Context: an optimization exercise on an open-source flow, tuned for small area and a short achievable clock period. The choices shown serve that exercise and are no tape-out recipe.
Only simulation tests tie the RTL to the original design; equivalence was not proved.
With no activity given, the tool overestimates toggling in this design, so its power and IR-drop figures are unreliable.

==> trial 85 <==
==> flow/design.v (excerpt) <==
module zsab #(
    parameter [31:0] PREHEAT_NOMINAL      = 32'd400,
    parameter [15:0] PWM_RANGE            = 16'd5000,
    parameter [7:0]  KIND_SUPPORTED       = 8'h01,
    parameter [15:0] RST_UART_DIV         = 16'd16,
    parameter [31:0] RST_FRAME_TIMEOUT_MS = 32'd20,
    parameter [31:0] RST_CONV_SETTLE_MS   = 32'd2,
    parameter [31:0] RST_PWM_BUDGET_MS    = 32'd100,
    parameter [15:0] RST_SCK_HALF         = 16'd4
) (
    input             clk,
    input             rst,
    input      [31:0] ms_now,
    input      [5:0]  bus_addr,
    input             bus_we,
    input             bus_re,
    input      [31:0] bus_wdata,
    output reg [31:0] bus_rdata,
    output            uart_tx,
    input             uart_rx,
    output            sbr_sck,
    output            sbr_cs_n,
    input             sbr_so,
    input             pwm_in,
    output            tmr_suspend,
    output reg        evt_done
);
Settings: LEC_CHECK=0, ABC_AREA=1, CAP_MARGIN=20, CORE_MARGIN=2, CORE_UTILIZATION=40, CTS_BUF_LIST=sky130_fd_sc_hd__clkbuf_4, CTS_CLUSTER_SIZE=30, SLEW_MARGIN=20; clock period 200.0 ns.
standard.sh (not shown) runs the stock make flow with config.mk's settings and CLKGATE_MAP_FILE= SYNTH_SCRIPT=/design/flow/synth_recipe.tcl, a recipe that flattens the netlist after the stock synthesis.
==> flow/flow/run.sh <==
#!/bin/bash
set -euo pipefail
here=$(pwd)
rm -rf "$here/scripts_mod"
cp -r "$FLOW_HOME/scripts" "$here/scripts_mod"
cp "$here/flow/abc_area.script" "$here/scripts_mod/abc_area.script"
bash standard.sh SCRIPTS_DIR="$here/scripts_mod" \
    "BUFFER_PORTS_ARGS=-buffer_cell sky130_fd_sc_hd__buf_2" SETUP_SLACK_MARGIN=117.5 \
    "CTS_ARGS=-sink_clustering_enable -repair_clock_nets -dont_use_dummy_load -sink_clustering_size 30 -buf_list sky130_fd_sc_hd__clkbuf_4" finish > "$here/standard.log" 2>&1
==> flow/flow/abc_area.script <==
strash
dch
map -B 0.5
topo
stime -c
buffer -c
dnsize -c
==> inputs of build 96, as changes to trial 85 <==
==> flow/flow/run.sh (replaced) <==
#!/bin/bash
set -euo pipefail
here=$(pwd)
rm -rf "$here/scripts_mod"
cp -r "$FLOW_HOME/scripts" "$here/scripts_mod"
cp "$here/flow/abc_area.script" "$here/scripts_mod/abc_area.script"
bash standard.sh SCRIPTS_DIR="$here/scripts_mod" \
    "BUFFER_PORTS_ARGS=-buffer_cell sky130_fd_sc_hd__buf_2" SETUP_SLACK_MARGIN=118 \
    "CTS_ARGS=-sink_clustering_enable -repair_clock_nets -dont_use_dummy_load -sink_clustering_size 30 -buf_list sky130_fd_sc_hd__clkbuf_4" finish > "$here/standard.log" 2>&1
==> flow/flow/abc_area.script (replaced) <==
strash
dch
map -D 25
topo
stime -c
buffer -c
dnsize -c
==> inputs of build 18, as changes to trial 85 <==
--- a/flow/design.v
+++ b/flow/design.v
@@ -79,17 +79,17 @@
     reg [31:0] pwm_high_ms;
     reg [31:0] pwm_low_ms;
     reg [7:0]  frame [0:8];
     reg [2:0]  pst;
     reg        kind_ok;
+    reg [15:0] cnt;          
+    reg [3:0]  txi;
+    reg [3:0]  txb;          
     reg [31:0] t0;
     reg [31:0] tm;           
-    wire [15:0] cnt    = tm[31:16];
-    wire [15:0] rx_cnt = tm[15:0];
-    wire [3:0]  txi    = t0[7:4];
-    wire [3:0]  txb    = t0[3:0];
     reg [1:0]  rx_st;
+    reg [15:0] rx_cnt;       
     reg [2:0]  rx_bit;
     reg [7:0]  rx_sh;
     reg [3:0]  rx_count;
     reg rx_s1, rx_s, so_s1, so_s, pwm_s1, pwm_s;
     integer k;
@@ -292,13 +292,13 @@
         if (rst) begin
             seq <= S_IDLE; done <= 1'b0; rej <= 1'b0; op <= 3'd0;
             code <= C_NONE; value_lo <= 17'd0; value_s <= 1'b0;
             sbr_raw <= 16'd0; pwm_high_ms <= 32'd0; pwm_low_ms <= 32'd0;
             for (k = 0; k < 9; k = k + 1) frame[k] <= 8'd0;
-            pst <= P_WAIT_LOW; kind_ok <= 1'b0;
+            pst <= P_WAIT_LOW; kind_ok <= 1'b0; cnt <= 16'd0; txi <= 4'd0; txb <= 4'd0;
             t0 <= 32'd0; tm <= 32'd0;
-            rx_st <= RX_IDLE; rx_bit <= 3'd0;
+            rx_st <= RX_IDLE; rx_cnt <= 16'd0; rx_bit <= 3'd0;
             rx_sh <= 8'd0; rx_count <= 4'd0;
             rx_s1 <= 1'b1; rx_s <= 1'b1; so_s1 <= 1'b0; so_s <= 1'b0;
             pwm_s1 <= 1'b1; pwm_s <= 1'b1;
             evt_done <= 1'b0;
         end else begin
@@ -347,101 +347,101 @@
             end
             if (rx_en && !fin) begin
                 case (rx_st)
                     RX_IDLE:
                         if (!rx_s) begin
-                            rx_st <= RX_START; tm[15:0] <= {1'b0, uart_div[15:1]};
+                            rx_st <= RX_START; rx_cnt <= {1'b0, uart_div[15:1]};
                         end
                     RX_START:
                         if (rx_end) begin
                             if (!rx_s) begin
-                                rx_st <= RX_DATA; tm[15:0] <= uart_div; rx_bit <= 3'd0;
+                                rx_st <= RX_DATA; rx_cnt <= uart_div; rx_bit <= 3'd0;
                             end else begin
                                 rx_st <= RX_IDLE;
                             end
                         end else begin
-                            tm[15:0] <= rx_cnt_dec;
+                            rx_cnt <= rx_cnt_dec;
                         end
                     RX_DATA:
                         if (rx_end) begin
                             rx_sh  <= {rx_s, rx_sh[7:1]};
-                            tm[15:0] <= uart_div;
+                            rx_cnt <= uart_div;
                             if (rx_bit == 3'd7) rx_st <= RX_STOP;
                             else rx_bit <= rx_bit + 3'd1;
                         end else begin
-                            tm[15:0] <= rx_cnt_dec;
+                            rx_cnt <= rx_cnt_dec;
                         end
                     default:  
                         if (rx_end) begin
                             rx_st <= RX_IDLE;
                             if (rx_count < 4'd9) begin
                                 frame[rx_count] <= rx_sh;
                                 rx_count <= rx_count + 4'd1;
                             end
                         end else begin
-                            tm[15:0] <= rx_cnt_dec;
+                            rx_cnt <= rx_cnt_dec;
                         end
                 endcase
             end
             case (seq)
                 S_SER_START:
                     if (!preheat) begin
                         for (k = 0; k < 9; k = k + 1) frame[k] <= 8'd0;
                         rx_count <= 4'd0;
                         rx_st <= RX_IDLE;
-                        t0[7:0] <= 8'd0; tm[31:16] <= uart_div;
+                        txi <= 4'd0; txb <= 4'd0; cnt <= uart_div;
                         seq <= S_SER_TX;
                     end
                 S_SER_TX:
                     if (!cnt_end) begin
-                        tm[31:16] <= cnt_dec;
+                        cnt <= cnt_dec;
                     end else begin
-                        tm[31:16] <= uart_div;
+                        cnt <= uart_div;
                         if (txb != 4'd9) begin
-                            t0[3:0] <= txb + 4'd1;
+                            txb <= txb + 4'd1;
                         end else if (txi != 4'd8) begin
-                            t0[7:0] <= {txi + 4'd1, 4'd0};
+                            txi <= txi + 4'd1; txb <= 4'd0;
                         end else begin
                             t0  <= ms_now;
                             seq <= S_SER_RX;
                         end
                     end
                 S_SER_RX:
                     if (rx_count == 4'd9) seq <= S_SER_CHECK;
                 S_SBR_START:
                     if (kind_ok) begin
-                        tm[31:16] <= sck_half; seq <= S_SBR_TRIG;
+                        cnt <= sck_half; seq <= S_SBR_TRIG;
                     end
                 S_SBR_TRIG:
                     if (!cnt_end) begin
-                        tm[31:16] <= cnt_dec;
+                        cnt <= cnt_dec;
                     end else begin
                         t0 <= ms_now; seq <= S_SBR_SETTLE;
                     end
                 S_SBR_SETTLE:
                     if (expired) begin
-                        tm[31:16] <= sck_half; seq <= S_SBR_SETUP;
+                        cnt <= sck_half; seq <= S_SBR_SETUP;
                     end
                 S_SBR_SETUP:
                     if (!cnt_end) begin
-                        tm[31:16] <= cnt_dec;
+                        cnt <= cnt_dec;
                     end else begin
-                        tm[31:16] <= sck_half; t0[3:0] <= 4'd15; seq <= S_SBR_HI;
+                        cnt <= sck_half; txb <= 4'd15; seq <= S_SBR_HI;
                     end
                 S_SBR_HI:
                     if (!cnt_end) begin
-                        tm[31:16] <= cnt_dec;
+                        cnt <= cnt_dec;
                     end else begin
-                        tm[15:0] <= {tm[14:0], so_s}; tm[31:16] <= sck_half; seq <= S_SBR_LO;
+                        tm[15:0] <= {tm[14:0], so_s}; cnt <= sck_half; seq <= S_SBR_LO;
                     end
                 S_SBR_LO:
                     if (!cnt_end) begin
-                        tm[31:16] <= cnt_dec;
+                        cnt <= cnt_dec;
                     end else if (txb == 4'd0) begin
                         seq <= S_SBR_EVAL;
                     end else begin
-                        t0[3:0] <= txb - 4'd1; tm[31:16] <= sck_half; seq <= S_SBR_HI;
+                        txb <= txb - 4'd1; cnt <= sck_half; seq <= S_SBR_HI;
                     end
                 S_SBR_EVAL:
                     sbr_raw <= raw;
                 S_PWM_START:
                     if (!preheat) begin
==> flow/flow/run.sh (replaced) <==
#!/bin/bash
set -euo pipefail
here=$(pwd)
rm -rf "$here/scripts_mod"
cp -r "$FLOW_HOME/scripts" "$here/scripts_mod"
cp "$here/flow/abc_area.script" "$here/scripts_mod/abc_area.script"
bash standard.sh SCRIPTS_DIR="$here/scripts_mod" \
    "BUFFER_PORTS_ARGS=-buffer_cell sky130_fd_sc_hd__buf_2" finish > "$here/standard.log" 2>&1
==> flow/flow/abc_area.script (replaced) <==
strash
dch
map -D 30000 -B 0.9
topo
stime -c
buffer -c
dnsize -c
--- a/flow/config.mk
+++ b/flow/config.mk
@@ -7,8 +7,6 @@
 export LEC_CHECK = 0
 export ABC_AREA = 1
 export CAP_MARGIN = 20
 export CORE_MARGIN = 2
 export CORE_UTILIZATION = 40
-export CTS_BUF_LIST = sky130_fd_sc_hd__clkbuf_4
-export CTS_CLUSTER_SIZE = 30
 export SLEW_MARGIN = 20
==> inputs of build 6, as changes to trial 85 <==
--- a/flow/design.v
+++ b/flow/design.v
@@ -79,17 +79,17 @@
     reg [31:0] pwm_high_ms;
     reg [31:0] pwm_low_ms;
     reg [7:0]  frame [0:8];
     reg [2:0]  pst;
     reg        kind_ok;
+    reg [15:0] cnt;          
+    reg [3:0]  txi;
+    reg [3:0]  txb;          
     reg [31:0] t0;
     reg [31:0] tm;           
-    wire [15:0] cnt    = tm[31:16];
-    wire [15:0] rx_cnt = tm[15:0];
-    wire [3:0]  txi    = t0[7:4];
-    wire [3:0]  txb    = t0[3:0];
     reg [1:0]  rx_st;
+    reg [15:0] rx_cnt;       
     reg [2:0]  rx_bit;
     reg [7:0]  rx_sh;
     reg [3:0]  rx_count;
     reg rx_s1, rx_s, so_s1, so_s, pwm_s1, pwm_s;
     integer k;
@@ -292,13 +292,13 @@
         if (rst) begin
             seq <= S_IDLE; done <= 1'b0; rej <= 1'b0; op <= 3'd0;
             code <= C_NONE; value_lo <= 17'd0; value_s <= 1'b0;
             sbr_raw <= 16'd0; pwm_high_ms <= 32'd0; pwm_low_ms <= 32'd0;
             for (k = 0; k < 9; k = k + 1) frame[k] <= 8'd0;
-            pst <= P_WAIT_LOW; kind_ok <= 1'b0;
+            pst <= P_WAIT_LOW; kind_ok <= 1'b0; cnt <= 16'd0; txi <= 4'd0; txb <= 4'd0;
             t0 <= 32'd0; tm <= 32'd0;
-            rx_st <= RX_IDLE; rx_bit <= 3'd0;
+            rx_st <= RX_IDLE; rx_cnt <= 16'd0; rx_bit <= 3'd0;
             rx_sh <= 8'd0; rx_count <= 4'd0;
             rx_s1 <= 1'b1; rx_s <= 1'b1; so_s1 <= 1'b0; so_s <= 1'b0;
             pwm_s1 <= 1'b1; pwm_s <= 1'b1;
             evt_done <= 1'b0;
         end else begin
@@ -347,101 +347,101 @@
             end
             if (rx_en && !fin) begin
                 case (rx_st)
                     RX_IDLE:
                         if (!rx_s) begin
-                            rx_st <= RX_START; tm[15:0] <= {1'b0, uart_div[15:1]};
+                            rx_st <= RX_START; rx_cnt <= {1'b0, uart_div[15:1]};
                         end
                     RX_START:
                         if (rx_end) begin
                             if (!rx_s) begin
-                                rx_st <= RX_DATA; tm[15:0] <= uart_div; rx_bit <= 3'd0;
+                                rx_st <= RX_DATA; rx_cnt <= uart_div; rx_bit <= 3'd0;
                             end else begin
                                 rx_st <= RX_IDLE;
                             end
                         end else begin
-                            tm[15:0] <= rx_cnt_dec;
+                            rx_cnt <= rx_cnt_dec;
                         end
                     RX_DATA:
                         if (rx_end) begin
                             rx_sh  <= {rx_s, rx_sh[7:1]};
-                            tm[15:0] <= uart_div;
+                            rx_cnt <= uart_div;
                             if (rx_bit == 3'd7) rx_st <= RX_STOP;
                             else rx_bit <= rx_bit + 3'd1;
                         end else begin
-                            tm[15:0] <= rx_cnt_dec;
+                            rx_cnt <= rx_cnt_dec;
                         end
                     default:  
                         if (rx_end) begin
                             rx_st <= RX_IDLE;
                             if (rx_count < 4'd9) begin
                                 frame[rx_count] <= rx_sh;
                                 rx_count <= rx_count + 4'd1;
                             end
                         end else begin
-                            tm[15:0] <= rx_cnt_dec;
+                            rx_cnt <= rx_cnt_dec;
                         end
                 endcase
             end
             case (seq)
                 S_SER_START:
                     if (!preheat) begin
                         for (k = 0; k < 9; k = k + 1) frame[k] <= 8'd0;
                         rx_count <= 4'd0;
                         rx_st <= RX_IDLE;
-                        t0[7:0] <= 8'd0; tm[31:16] <= uart_div;
+                        txi <= 4'd0; txb <= 4'd0; cnt <= uart_div;
                         seq <= S_SER_TX;
                     end
                 S_SER_TX:
                     if (!cnt_end) begin
-                        tm[31:16] <= cnt_dec;
+                        cnt <= cnt_dec;
                     end else begin
-                        tm[31:16] <= uart_div;
+                        cnt <= uart_div;
                         if (txb != 4'd9) begin
-                            t0[3:0] <= txb + 4'd1;
+                            txb <= txb + 4'd1;
                         end else if (txi != 4'd8) begin
-                            t0[7:0] <= {txi + 4'd1, 4'd0};
+                            txi <= txi + 4'd1; txb <= 4'd0;
                         end else begin
                             t0  <= ms_now;
                             seq <= S_SER_RX;
                         end
                     end
                 S_SER_RX:
                     if (rx_count == 4'd9) seq <= S_SER_CHECK;
                 S_SBR_START:
                     if (kind_ok) begin
-                        tm[31:16] <= sck_half; seq <= S_SBR_TRIG;
+                        cnt <= sck_half; seq <= S_SBR_TRIG;
                     end
                 S_SBR_TRIG:
                     if (!cnt_end) begin
-                        tm[31:16] <= cnt_dec;
+                        cnt <= cnt_dec;
                     end else begin
                         t0 <= ms_now; seq <= S_SBR_SETTLE;
                     end
                 S_SBR_SETTLE:
                     if (expired) begin
-                        tm[31:16] <= sck_half; seq <= S_SBR_SETUP;
+                        cnt <= sck_half; seq <= S_SBR_SETUP;
                     end
                 S_SBR_SETUP:
                     if (!cnt_end) begin
-                        tm[31:16] <= cnt_dec;
+                        cnt <= cnt_dec;
                     end else begin
-                        tm[31:16] <= sck_half; t0[3:0] <= 4'd15; seq <= S_SBR_HI;
+                        cnt <= sck_half; txb <= 4'd15; seq <= S_SBR_HI;
                     end
                 S_SBR_HI:
                     if (!cnt_end) begin
-                        tm[31:16] <= cnt_dec;
+                        cnt <= cnt_dec;
                     end else begin
-                        tm[15:0] <= {tm[14:0], so_s}; tm[31:16] <= sck_half; seq <= S_SBR_LO;
+                        tm[15:0] <= {tm[14:0], so_s}; cnt <= sck_half; seq <= S_SBR_LO;
                     end
                 S_SBR_LO:
                     if (!cnt_end) begin
-                        tm[31:16] <= cnt_dec;
+                        cnt <= cnt_dec;
                     end else if (txb == 4'd0) begin
                         seq <= S_SBR_EVAL;
                     end else begin
-                        t0[3:0] <= txb - 4'd1; tm[31:16] <= sck_half; seq <= S_SBR_HI;
+                        txb <= txb - 4'd1; cnt <= sck_half; seq <= S_SBR_HI;
                     end
                 S_SBR_EVAL:
                     sbr_raw <= raw;
                 S_PWM_START:
                     if (!preheat) begin
==> flow/flow/run.sh (replaced) <==
#!/bin/bash
set -euo pipefail
here=$(pwd)
rm -rf "$here/scripts_mod"
cp -r "$FLOW_HOME/scripts" "$here/scripts_mod"
cp "$here/flow/abc_area.script" "$here/scripts_mod/abc_area.script"
bash standard.sh SCRIPTS_DIR="$here/scripts_mod" \
    "BUFFER_PORTS_ARGS=-buffer_cell sky130_fd_sc_hd__buf_2" SETUP_SLACK_MARGIN=118 \
    "CTS_ARGS=-sink_clustering_enable -repair_clock_nets -dont_use_dummy_load -sink_clustering_size 30 -buf_list sky130_fd_sc_hd__clkbuf_4" finish > "$here/standard.log" 2>&1
==> flow/flow/abc_area.script (replaced) <==
strash
dch
map -D 25
topo
stime -c
buffer -c
dnsize -c
==> notes.md <==
Combinational logic power: build 18 0.114 mW; trial 85 0.130 mW; build 6 0.138 mW; build 96 2.74 mW
Met2 Wirelength: build 18 71700 um; trial 85 73400 um; build 6 72600 um; build 96 78600 um
CTS clk-pin slew, worst paths: build 18 0.06 ns; trial 85 0.06 ns; build 6 0.06 ns; build 96 0.05 ns
Delay of the slowest cell on the worst path: build 18 0.64 ns; trial 85 0.45 ns; build 6 0.39 ns; build 96 0.47 ns
P&R area growth vs syn: build 18 9.18%; trial 85 7.76%; build 6 8.56%; build 96 9.05%
Vias per std cell: build 18 5.51; trial 85 5.71; build 6 5.64; build 96 5.80
Wire length of the first global-routing pass: build 18 246000 um; trial 85 255000 um; build 6 245000 um; build 96 262000 um
Area fraction in compound gates after synthesis: build 18 15.7%; trial 85 16.4%; build 6 17.0%; build 96 18.0%
Result of the run: build 18 finished clean; trial 85 finished clean; build 6 finished clean; build 96 finished clean
Die Span Y: build 18 336 um; trial 85 331 um; build 6 334 um; build 96 332 um
Buffer and inverter count on the worst path: build 18 6; trial 85 7; build 6 7; build 96 4
Dpl hpwl: build 18 128000 um; trial 85 136000 um; build 6 128000 um; build 96 141000 um
Pre-CTS WS: build 18 117.02 ns; trial 85 116.86 ns; build 6 116.74 ns; build 96 116.91 ns
Number of vias after detailed routing: build 18 43700; trial 85 42900; build 6 42600; build 96 43600
Total area of sequential cells: build 18 11800 sq um; trial 85 11000 sq um; build 6 11800 sq um; build 96 11000 sq um
Post-route cell area: build 18 48100 sq um; trial 85 46100 sq um; build 6 47300 sq um; build 96 46900 sq um
Part of the power in registers: build 18 33.4%; trial 85 34.1%; build 6 34.4%; build 96 3.7%

==> re-timing with driven ports <==
The flow's constraints put no driver on any port. The routed layouts listed below were extracted and timed again, unchanged, in two steps. Step 1 assumes that a clkbuf_16 drives the clock port and a buf_2 every other input. Step 2 adds t to the input delays and takes it off the output delays; t is the mean of the earliest and latest rising clock arrival at the registers after step 1. Input paths then give back, and output paths get back, about the clock's delay inside the block. Three values: no drivers, after step 1, after step 2; two values: the first two.
run	t (ns)	slack for setup (ns)	hold WS [ns]	worst register clock-pin slew, ns	pins driven straight from the clock port
trial 85	0.972	117.403 / 117.374 / 117.374	0.406 / 0.406 / 0.406	0.07 / 0.07	1
build 96	0.996	117.881 / 117.861 / 117.861	0.407 / 0.407 / 0.407	0.07 / 0.07	1
build 18	0.716	116.811 / 116.792 / 116.792	0.412 / 0.412 / 0.412	0.07 / 0.07	1
build 6	1.016	117.937 / 117.916 / 117.916	0.402 / 0.402 / 0.402	0.08 / 0.08	1
After both steps every run listed still meets setup and hold. The setup slack of trial 85, which loses most, moves by -0.029 ns with the drivers and by -0.029 ns with both steps.
